This is an optimization exercise on Yosys and OpenROAD, whose aim is small area, not a production implementation.
At most, simulation tests tie the RTL to the original design; equivalence was not proved.
Power figures rest on the tool's default switching activity, not on a simulated workload.

==> flow/design.v (excerpt) <==
module emsg_rx (
    input  wire        clk,
    input  wire        rst,         
    input  wire        rx_valid,    
    input  wire [7:0]  rx_data,
    input  wire        rx_error,    
    input  wire        csr_req,
    input  wire        csr_we,
    input  wire [11:0] csr_addr,
    input  wire [31:0] csr_wdata,
    output reg  [31:0] csr_rdata,
    output wire        msg_avail
);
For scale: about 5600 cells after synthesis, roughly 2700 flip-flops, about 91 I/O pins, about 100000 sq um of cells after synthesis.
export LEC_CHECK = 0
export CAP_MARGIN = 20
export CORE_MARGIN = 2
export CORE_UTILIZATION = 50
export CTS_BUF_LIST = sky130_fd_sc_hd__clkbuf_8
export CTS_CLUSTER_DIAMETER = 50
export CTS_CLUSTER_SIZE = 16
export SLEW_MARGIN = 20
export SYNTH_HIERARCHICAL = 1
create_clock -name core_clock -period 10.0 [get_ports {clk}]
standard.sh (not shown) runs the stock make flow with config.mk's settings and CLKGATE_MAP_FILE= SYNTH_SCRIPT=/design/flow/synth_recipe.tcl, a recipe that flattens the netlist after the stock synthesis.
==> flow/flow/run.sh <==
#!/bin/bash
# The standard layout with two changes in how it is made:
#  - clock-tree synthesis adds no dummy loads and uses mid-size clock buffers
#    in clusters of up to 16 sinks;
#  - each input and output port still gets its own buffer, but a buf_1
#    instead of the larger delay buffer buffer_ports picks by default.
set -euo pipefail
export CTS_ARGS="-sink_clustering_enable -repair_clock_nets -buf_list sky130_fd_sc_hd__clkbuf_8 -sink_clustering_size 16 -sink_clustering_max_diameter 50 -dont_use_dummy_load"
export BUFFER_PORTS_ARGS="-buffer_cell sky130_fd_sc_hd__buf_1"
bash standard.sh finish > standard_flow.log 2>&1
Rerun with:
--- a/flow/design.v
+++ b/flow/design.v
@@ -66,23 +66,23 @@
     wire cmd_resync = wr_ctrl & csr_wdata[2];
     wire cmd_cntclr = wr_ctrl & csr_wdata[3];
     wire hd_en = csr_rd && !rst && q_avail && (csr_addr[11:8] == 4'h1) && (csr_addr[7:5] == 3'd0);
     wire [7:0]  head_oh;
     wire [7:0]  word_oh;
     wire [63:0] hd_sel;
     wire [2047:0] hd_bits;       
     genvar gs, gw, gb, gk;
     generate
         for (gs = 0; gs < 8; gs = gs + 1) begin : g_oh
             assign head_oh[gs] = (q_head == gs);
-            assign word_oh[gs] = (csr_addr[4:2] == gs);
+            assign word_oh[gs] = (csr_addr[4:2] == gs) && hd_en;
         end
         for (gs = 0; gs < 8; gs = gs + 1) begin : g_sel
             for (gw = 0; gw < 8; gw = gw + 1) begin : g_w
                 assign hd_sel[8*gs+gw] = head_oh[gs] & word_oh[gw];
                 assign hd_bits[32*(8*gs+gw) +: 32] = q_data[gs][32*gw +: 32];
             end
         end
     endgenerate
     wire [31:0] hd_raw;
     generate
         for (gb = 0; gb < 32; gb = gb + 1) begin : g_bit
@@ -94,23 +94,23 @@
                     .y_n(t_n[gk])
                 );
             end
             assign t_n[21] = ~(hd_sel[63] & hd_bits[32*63+gb]);
             assign hd_raw[gb] = ~&t_n;
         end
     endgenerate
     reg  [31:0] head_word;
     integer j;
     always @* begin
         for (j = 0; j < 4; j = j + 1)
-            head_word[8*j +: 8] = (hd_en && {1'b0, csr_addr[4:2], j[1:0]} < head_size) ? hd_raw[8*j +: 8] : 8'd0;
+            head_word[8*j +: 8] = ({1'b0, csr_addr[4:2], j[1:0]} < head_size) ? hd_raw[8*j +: 8] : 8'd0;
     end
     wire [13:0] head_fields;
     generate
         for (gb = 0; gb < 14; gb = gb + 1) begin : g_hf
             wire [2:0] f_n;
             emsg_aoi3 u_a0 (
                 .s  (head_oh[2:0]),
                 .d  ({q_fld[2][gb], q_fld[1][gb], q_fld[0][gb]}),
                 .y_n(f_n[0])
             );
             emsg_aoi3 u_a1 (
@@ -168,42 +168,64 @@
     wire [31:0] crc_next;
     emsg_crc8 u_crc (
         .crc_in  (crc),
         .d       (crc_byte),
         .crc_out (crc_next)
     );
     wire [1:0]  pre_idx     = pcount_w[1:0];
     wire [7:0]  pre_byte    = pre_w[8*pre_idx +: 8];
     wire        ck_match    = (crc_next == CRC_RESIDUE);
     wire [2:0]  q_tail      = q_head_w + q_len_w[2:0];
     wire        idle_parser = (pstate_w == S_PRE) && (pcount_w == 5'd0);
-    wire [31:0] idle_inc    = ((wr_timeout | cmd_resync) ? 32'd0 : idle_cnt) + 32'd1;
+    wire [31:0] idle_inc;
+    wire [32:0] idle_c;
+    assign idle_c[0] = 1'b1;
+    generate
+        for (gb = 0; gb < 32; gb = gb + 1) begin : g_idle
+            emsg_inc_bit u_inc (
+                .q (idle_cnt[gb]),
+                .k (~(wr_timeout | cmd_resync)),
+                .ci(idle_c[gb]),
+                .d (idle_inc[gb]),
+                .co(idle_c[gb+1])
+            );
+        end
+    endgenerate
     wire        tmo_zero    = (timeout_w == 32'd0);
     wire        tmo_fire    = !rx_valid && !tmo_zero && !idle_parser && (idle_inc == timeout_w);
     wire        idle_clr    = rx_valid | idle_parser | tmo_fire;
     wire        push_ok     = rx_valid && (pstate_w == S_CKSUM) && (pcount_w[1:0] == 2'd3) &&
                               ck_match && !q_len_w[3];
     wire ck_end       = rx_valid && (pstate_w == S_CKSUM) && (pcount_w[1:0] == 2'd3);
     wire inc_ok       = ck_end && ck_match && !q_len_w[3];
     wire inc_qdrop    = ck_end && ck_match && q_len_w[3];
     wire inc_crcerr   = ck_end && !ck_match;
     wire inc_lenclamp = rx_valid && (pstate_w == S_SIZE) && len_big;
     wire inc_timeout  = tmo_fire;
     wire cnt_keep     = ~(rst | cmd_cntclr);
     wire [4:0]   cnt_inc = {inc_timeout, inc_lenclamp, inc_qdrop, inc_crcerr, inc_ok};
     wire [159:0] cnt_q   = {cnt_timeout, cnt_lenclamp, cnt_qdrop, cnt_crcerr, cnt_ok};
     wire [159:0] cnt_d;
     generate
         for (gs = 0; gs < 5; gs = gs + 1) begin : g_cnt
-            assign cnt_d[32*gs +: 32] = rst ? 32'd0 :
-                                        ((cmd_cntclr ? 32'd0 : cnt_q[32*gs +: 32]) + {31'd0, cnt_inc[gs]});
+            wire [32:0] c;
+            assign c[0] = cnt_inc[gs] & ~rst;
+            for (gb = 0; gb < 32; gb = gb + 1) begin : g_b
+                emsg_inc_bit u_inc (
+                    .q (cnt_q[32*gs+gb]),
+                    .k (cnt_keep),
+                    .ci(c[gb]),
+                    .d (cnt_d[32*gs+gb]),
+                    .co(c[gb+1])
+                );
+            end
         end
     endgenerate
     always @(posedge clk)
         {cnt_timeout, cnt_lenclamp, cnt_qdrop, cnt_crcerr, cnt_ok} <= cnt_d;
     generate
         for (gb = 0; gb < M; gb = gb + 1) begin : g_rxb
             always @(posedge clk)
                 if (rx_valid && pstate_w == S_PAYLOAD && pcount_w == gb)
                     rx_buf[8*gb +: 8] <= rx_data;
         end
     endgenerate
@@ -286,11 +308,22 @@
             end
         end
     end
 endmodule
 module emsg_aoi3 (
     input  wire [2:0] s,
     input  wire [2:0] d,
     output wire       y_n
 );
     assign y_n = ~|(s & d);
 endmodule
+module emsg_inc_bit (
+    input  wire q,
+    input  wire k,
+    input  wire ci,
+    output wire d,
+    output wire co
+);
+    wire qm = q & k;
+    assign d  = qm ^ ci;
+    assign co = qm & ci;
+endmodule
=>
- The new run completed, yet does not pass: setup timing
- maximum frequency goes down by a quarter to a third
- first-iteration DRC count goes down by a few percent
- clock skew goes up by 0.017 ns
- clock-buffer cell count goes up by 1
- non-clock buffer count goes up by 118
- setup slack got worse by 4.5 ns
- power goes down slightly
- cell count goes down by a few percent
- register-to-register slack got worse by 4.9 ns
- via count goes down by a few percent
- core utilization goes up by 1.4 points
- routed wire length goes down by a few percent
- sequential power barely changes
No functional check of the RTL was part of the second run of this note.

## afterwards: timing with drivers on the ports
How much do the figures lean on ideal ports? The routed layouts below were timed once more, with nothing changed but the port constraints.
Step 1 (the two cells are an assumption about what drives the block):
set clk [get_ports {clk}]
set_driving_cell -lib_cell sky130_fd_sc_hd__clkbuf_16 $clk
set_driving_cell -lib_cell sky130_fd_sc_hd__buf_2 [delete_from_list [all_inputs] $clk]
Step 2 adds t to the input delays and takes it off the output delays; t is the mean of the earliest and latest rising clock arrival at the registers after step 1. Input paths then give back, and output paths get back, about the clock's delay inside the block.
Slacks: ideal / step 1 / step 2; pairs: ideal / step 1.
| run | t, ns | setup WS [ns] | worst setup path after step 2 | slew at the worst register clock pin (ns) | worst data-port slew with drivers (ns) |
|---|---|---|---|---|---|
| the first run | 1.106 | 1.050 / 0.971 / 0.719 | input to register | 0.11 / 0.11 | 0.24 |
| the second run | 1.058 | -3.475 / -3.413 / -4.471 | input to register | 0.10 / 0.10 | 0.17 |
For the second run, which loses most, drivers alone change the setup slack by +0.062 ns; drivers and shift together by -0.996 ns.
